What follows belongs to an exercise in optimizing a design on an open flow for small area; a production flow would make more cautious choices.

## job 6931
==> flow/design.v <==
module morbo_crom (
  input             clk,
  input             RST,             
  input      [31:0] CMD,
  input      [31:0] OPERAND,
  output reg [31:0] RESULT,
  input      [11:0] EXT_ADDR,        
  output     [31:0] EXT_DATA,
  output     [31:0] HDR_MIRROR,
  output     [31:0] BUSOPT_MIRROR,
  output            VALID_OUT
);
  localparam [7:0] E_ILLEGAL  = 8'h01;
  localparam [7:0] E_RESERVED = 8'h02;
  localparam [7:0] E_BADSEL   = 8'h03;
  localparam [7:0] E_NOSECT   = 8'h04;
  localparam [7:0] E_SECTOPEN = 8'h05;
  localparam [7:0] E_FULL     = 8'h06;
  localparam [7:0] E_RANGE    = 8'h07;
  localparam [7:0] E_INPUT    = 8'h09;
  localparam [7:0] OP_NOP       = 8'h00;
  localparam [7:0] OP_CRC_CLR   = 8'h01;
  localparam [7:0] OP_CRC_WORD  = 8'h02;
  localparam [7:0] OP_CRC_READ  = 8'h03;
  localparam [7:0] OP_ROM_CLR   = 8'h10;
  localparam [7:0] OP_ROM_OPEN  = 8'h11;
  localparam [7:0] OP_ROM_PUT   = 8'h12;
  localparam [7:0] OP_ROM_CLOSE = 8'h13;
  localparam [7:0] OP_ROM_SEAL  = 8'h14;
  localparam [7:0] OP_ROM_READ  = 8'h15;
  localparam [7:0] OP_ROM_BUILD = 8'h16;
  localparam [7:0] OP_IN_WRITE  = 8'h20;
  localparam [7:0] OP_STAT_READ = 8'h30;
  function [15:0] crc_word;
    input [15:0] acc_in;
    input [31:0] w;
    integer i;
    reg [15:0] a;
    reg [3:0]  sum;
    begin
      a = acc_in;
      for (i = 7; i >= 0; i = i - 1) begin
        sum = a[15:12] ^ w[4*i +: 4];
        a   = {a[11:0], 4'b0000} ^ {sum, 12'b0} ^ {7'b0, sum, 5'b0} ^ {12'b0, sum};
      end
      crc_word = a;
    end
  endfunction
  reg [15:0] acc;
  reg [15:0] sacc;
  reg [7:0]  wp;
  reg [6:0]  ss;
  reg        sopen;
  reg        skind;
  reg        valid;
  reg        align_warn;
  reg [7:0]  err;
  reg [6:0]  inset;
  reg [31:0] in0, in1, in2, in3, in4, in5;
  reg        in6nz;
  wire [7:0]  opc = CMD[31:24];
  wire [7:0]  sel = CMD[23:16];
  wire [15:0] imm = CMD[15:0];
  wire op_nop   = opc == OP_NOP;
  wire op_cclr  = opc == OP_CRC_CLR;
  wire op_cword = opc == OP_CRC_WORD;
  wire op_cread = opc == OP_CRC_READ;
  wire op_rclr  = opc == OP_ROM_CLR;
  wire op_open  = opc == OP_ROM_OPEN;
  wire op_put   = opc == OP_ROM_PUT;
  wire op_close = opc == OP_ROM_CLOSE;
  wire op_seal  = opc == OP_ROM_SEAL;
  wire op_rread = opc == OP_ROM_READ;
  wire op_build = opc == OP_ROM_BUILD;
  wire op_inw   = opc == OP_IN_WRITE;
  wire op_stat  = opc == OP_STAT_READ;
  wire known    = op_nop | op_cclr | op_cword | op_cread | op_rclr | op_open | op_put |
                  op_close | op_seal | op_rread | op_build | op_inw | op_stat;
  wire uses_sel = op_open | op_inw | op_stat;
  wire rom_full = wp[7];
  reg [7:0] fcode;
  always @* begin
    fcode = 8'h00;
    if (!known)                               fcode = E_ILLEGAL;
    else if (!uses_sel && sel != 8'd0)        fcode = E_RESERVED;
    else if (!op_rread && imm != 16'd0)       fcode = E_RESERVED;
    else if (op_open && sel > 8'd1)           fcode = E_BADSEL;
    else if (op_inw  && sel > 8'd6)           fcode = E_BADSEL;
    else if (op_stat && sel > 8'd2)           fcode = E_BADSEL;
    else if (op_rread && imm[15:7] != 9'd0)   fcode = E_RANGE;
    else if (op_open && sopen)                fcode = E_SECTOPEN;
    else if (op_open && rom_full)             fcode = E_FULL;
    else if (op_put && !sopen)                fcode = E_NOSECT;
    else if (op_put && rom_full)              fcode = E_FULL;
    else if (op_close && !sopen)              fcode = E_NOSECT;
    else if (op_seal && sopen)                fcode = E_SECTOPEN;
    else if (op_build && inset != 7'h7f)      fcode = E_INPUT;
  end
  wire ok   = fcode == 8'h00;
  wire exec = !RST && ok;
  wire [15:0] crc_out = crc_word(op_put ? sacc : acc, OPERAND);
  wire [15:0] bib_crc  = crc_word(crc_word(crc_word(crc_word(16'h0000,
                           in0), in1 & 32'h2FFF_FFFF), in2), in3);
  wire [15:0] info_crc = crc_word(crc_word(16'h0000, in4), in5);
  wire        clr   = RST || (exec && op_rclr);
  wire        build = exec && op_build;
  wire        bulk  = clr || build;
  wire        wr    = exec && (op_open || op_put || op_close);
  wire [6:0]  waddr = op_close ? ss : wp[6:0];
  wire [6:0]  n7    = wp[6:0] - ss - 7'd1;        
  wire [31:0] hdr   = skind ? {9'd0, n7, sacc} : {1'b0, n7, 1'b0, n7, sacc};
  wire [31:0] wsrc  = op_put ? OPERAND : op_close ? hdr : 32'h0;
  function [31:0] img;
    input integer g;
    begin
      case (g)
        0:  img = {16'h0404, bib_crc};
        1:  img = in0;
        2:  img = in1 & 32'h2FFF_FFFF;
        3:  img = in2;
        4:  img = in3;
        5:  img = 32'h0004B339;
        6:  img = 32'h03123456;
        7:  img = 32'h17654321;
        8:  img = 32'h81000002;
        9:  img = 32'hB8000006;
        10: img = 32'h00040D83;
        13: img = 32'h48454C4C;
        14: img = 32'h4F000000;
        15: img = {16'h0002, info_crc};
        16: img = in4;
        17: img = in5;
        default: img = 32'h0;
      endcase
    end
  endfunction
  reg [31:0] rom [0:127];
  genvar g;
  generate
    for (g = 0; g < 128; g = g + 1) begin : g_word
      always @(posedge clk)
        if (bulk || (wr && waddr == g))
          rom[g] <= clr ? 32'h0 : build ? img(g) : wsrc;
    end
  endgenerate
  reg [31:0] rd_cmd, rd_ext;
  integer r;
  always @* begin
    rd_cmd = 32'h0;
    rd_ext = 32'h0;
    for (r = 0; r < 128; r = r + 1) begin
      rd_cmd = rd_cmd | (rom[r] & {32{imm[6:0] == r}});
      rd_ext = rd_ext | (rom[r] & {32{EXT_ADDR[8:2] == r}});
    end
  end
  wire [31:0] status = {1'b0, inset, err, 1'b0, align_warn, valid, skind, sopen, 3'b000, wp};
  always @(posedge clk) begin
    if (RST) begin
      acc        <= 16'h0000;
      sacc       <= 16'h0000;
      wp         <= 8'd0;
      ss         <= 7'd0;
      sopen      <= 1'b0;
      skind      <= 1'b0;
      valid      <= 1'b0;
      align_warn <= 1'b0;
      err        <= 8'h00;
      inset      <= 7'h00;
      RESULT     <= 32'h0;
    end else begin
      RESULT <= 32'h0;
      if (!ok) begin
        if (err == 8'h00)
          err <= fcode;
      end else begin
        if (op_cclr)  acc <= 16'h0000;
        if (op_cword) acc <= crc_out;
        if (op_cread) RESULT <= {16'h0000, acc};
        if (op_rclr) begin
          wp <= 8'd0; ss <= 7'd0; sopen <= 1'b0; skind <= 1'b0;
          sacc <= 16'h0000; valid <= 1'b0; align_warn <= 1'b0;
        end
        if (op_open) begin
          ss <= wp[6:0]; wp <= wp + 8'd1; sacc <= 16'h0000;
          sopen <= 1'b1; skind <= sel[0]; valid <= 1'b0;
        end
        if (op_put) begin
          wp <= wp + 8'd1; sacc <= crc_out;
        end
        if (op_close) begin
          sopen <= 1'b0; skind <= 1'b0;
        end
        if (op_seal)  valid <= 1'b1;
        if (op_rread) RESULT <= rd_cmd;
        if (op_build) begin
          wp <= 8'd18; ss <= 7'd15; sopen <= 1'b0; skind <= 1'b0;
          sacc <= info_crc; valid <= 1'b1; align_warn <= in6nz;
        end
        if (op_stat)
          RESULT <= (sel[1:0] == 2'd0) ? status :
                    (sel[1:0] == 2'd1) ? {25'd0, ss} : {16'h0000, sacc};
        if (op_inw) inset[sel[2:0]] <= 1'b1;
      end
    end
  end
  always @(posedge clk) begin
    if (exec && op_inw) begin
      case (sel[2:0])
        3'd0: in0 <= OPERAND;
        3'd1: in1 <= OPERAND;
        3'd2: in2 <= OPERAND;
        3'd3: in3 <= OPERAND;
        3'd4: in4 <= OPERAND;
        3'd5: in5 <= OPERAND;
        default: in6nz <= OPERAND[9:0] != 10'd0;
      endcase
    end
  end
  assign EXT_DATA      = rd_ext;
  assign HDR_MIRROR    = rom[0];
  assign BUSOPT_MIRROR = rom[2];
  assign VALID_OUT     = valid;
endmodule
make LEC_CHECK=0 CAP_MARGIN=0 CELL_PAD_IN_SITES_DETAIL_PLACEMENT=0 CELL_PAD_IN_SITES_GLOBAL_PLACEMENT=0 CORE_MARGIN=2 CORE_UTILIZATION=50 PLACE_DENSITY=0.6 SLEW_MARGIN=0 finish   # period 10.0 ns
run.sh (not shown) runs the stock make flow with config.mk's settings and CLKGATE_MAP_FILE= SYNTH_SCRIPT=/design/flow/synth_recipe.tcl, a recipe that flattens the netlist after the stock synthesis.
FAIL job 6931 @ 5_1_grt: tool exited with error
> inputs changed (job 6931 -> job 2821)
--- a/flow/config.mk
+++ b/flow/config.mk
@@ -7,8 +7,8 @@
 export LEC_CHECK = 0
-export CAP_MARGIN = 0
-export CELL_PAD_IN_SITES_DETAIL_PLACEMENT = 0
-export CELL_PAD_IN_SITES_GLOBAL_PLACEMENT = 0
+export CAP_MARGIN = 20
+export CELL_PAD_IN_SITES_DETAIL_PLACEMENT = 2
+export CELL_PAD_IN_SITES_GLOBAL_PLACEMENT = 2
 export CORE_MARGIN = 2
 export CORE_UTILIZATION = 50
-export PLACE_DENSITY = 0.6
-export SLEW_MARGIN = 0
+export PLACE_DENSITY = 0.62
+export SLEW_MARGIN = 20
--- outcome ---
- As the logs show, job 2821 stopped at 3_5_place_dp after a tool error, so it never reached the end of the flow.
- Going from job 6931 to job 2821, port buffer count was more or less identical, fraction of the yosys area taken by sequential cells essentially unchanged, mean area per synthesized cell barely changed.
- Synthesized cell count came out exactly the same in job 6931 and job 2821.
- Job 2821 against job 6931: synthesized flop and latch total essentially unchanged; post-synth design cell area ~0 delta.
- Post-DP HPWL in job 2821 is 46000 µm higher than in job 6931
- Fraction of synthesis flops using an asynchronous set or reset pin: job 2821 vs job 6931, no meaningful difference
- Diff job 2821..job 6931 | parity-gate share of the synthesized area counting xor and xnor cells | unchanged
- Diff job 2821..job 6931 | number of enable-type register cells in the synthesized netlist | unchanged
diff inputs: job 2821 => job 5074
==> flow/config.mk <==
export PLATFORM = sky130hd
export DESIGN_NAME = morbo_crom
export DESIGN_NICKNAME = morbo_crom
export VERILOG_FILES = /design/flow/design.v
export SDC_FILE = /design/flow/constraint.sdc
export NUM_CORES = 8
export LEC_CHECK = 0
export CAP_MARGIN = 0
export CELL_PAD_IN_SITES_DETAIL_PLACEMENT = 1
export CELL_PAD_IN_SITES_GLOBAL_PLACEMENT = 1
export CORE_MARGIN = 2
export CORE_UTILIZATION = 40
export PLACE_DENSITY = 0.55
export SLEW_MARGIN = 0
- Each of job 5074 and job 2821 falls short of a clean finish.
- The log for job 5074 ends in 5_1_grt with error GRT-0116, so the run never completed.
- Job 5074 against job 2821: gate count of the mapped netlist about even, placer congestion estimate saw a decrease, die outline width now larger, effective utilization at floorplan went down by 10 points.
- Post-DP HPWL ended up about 10% higher on job 5074 than on job 2821.
No run of this note included a check of the RTL's function; only the layout flow was run.
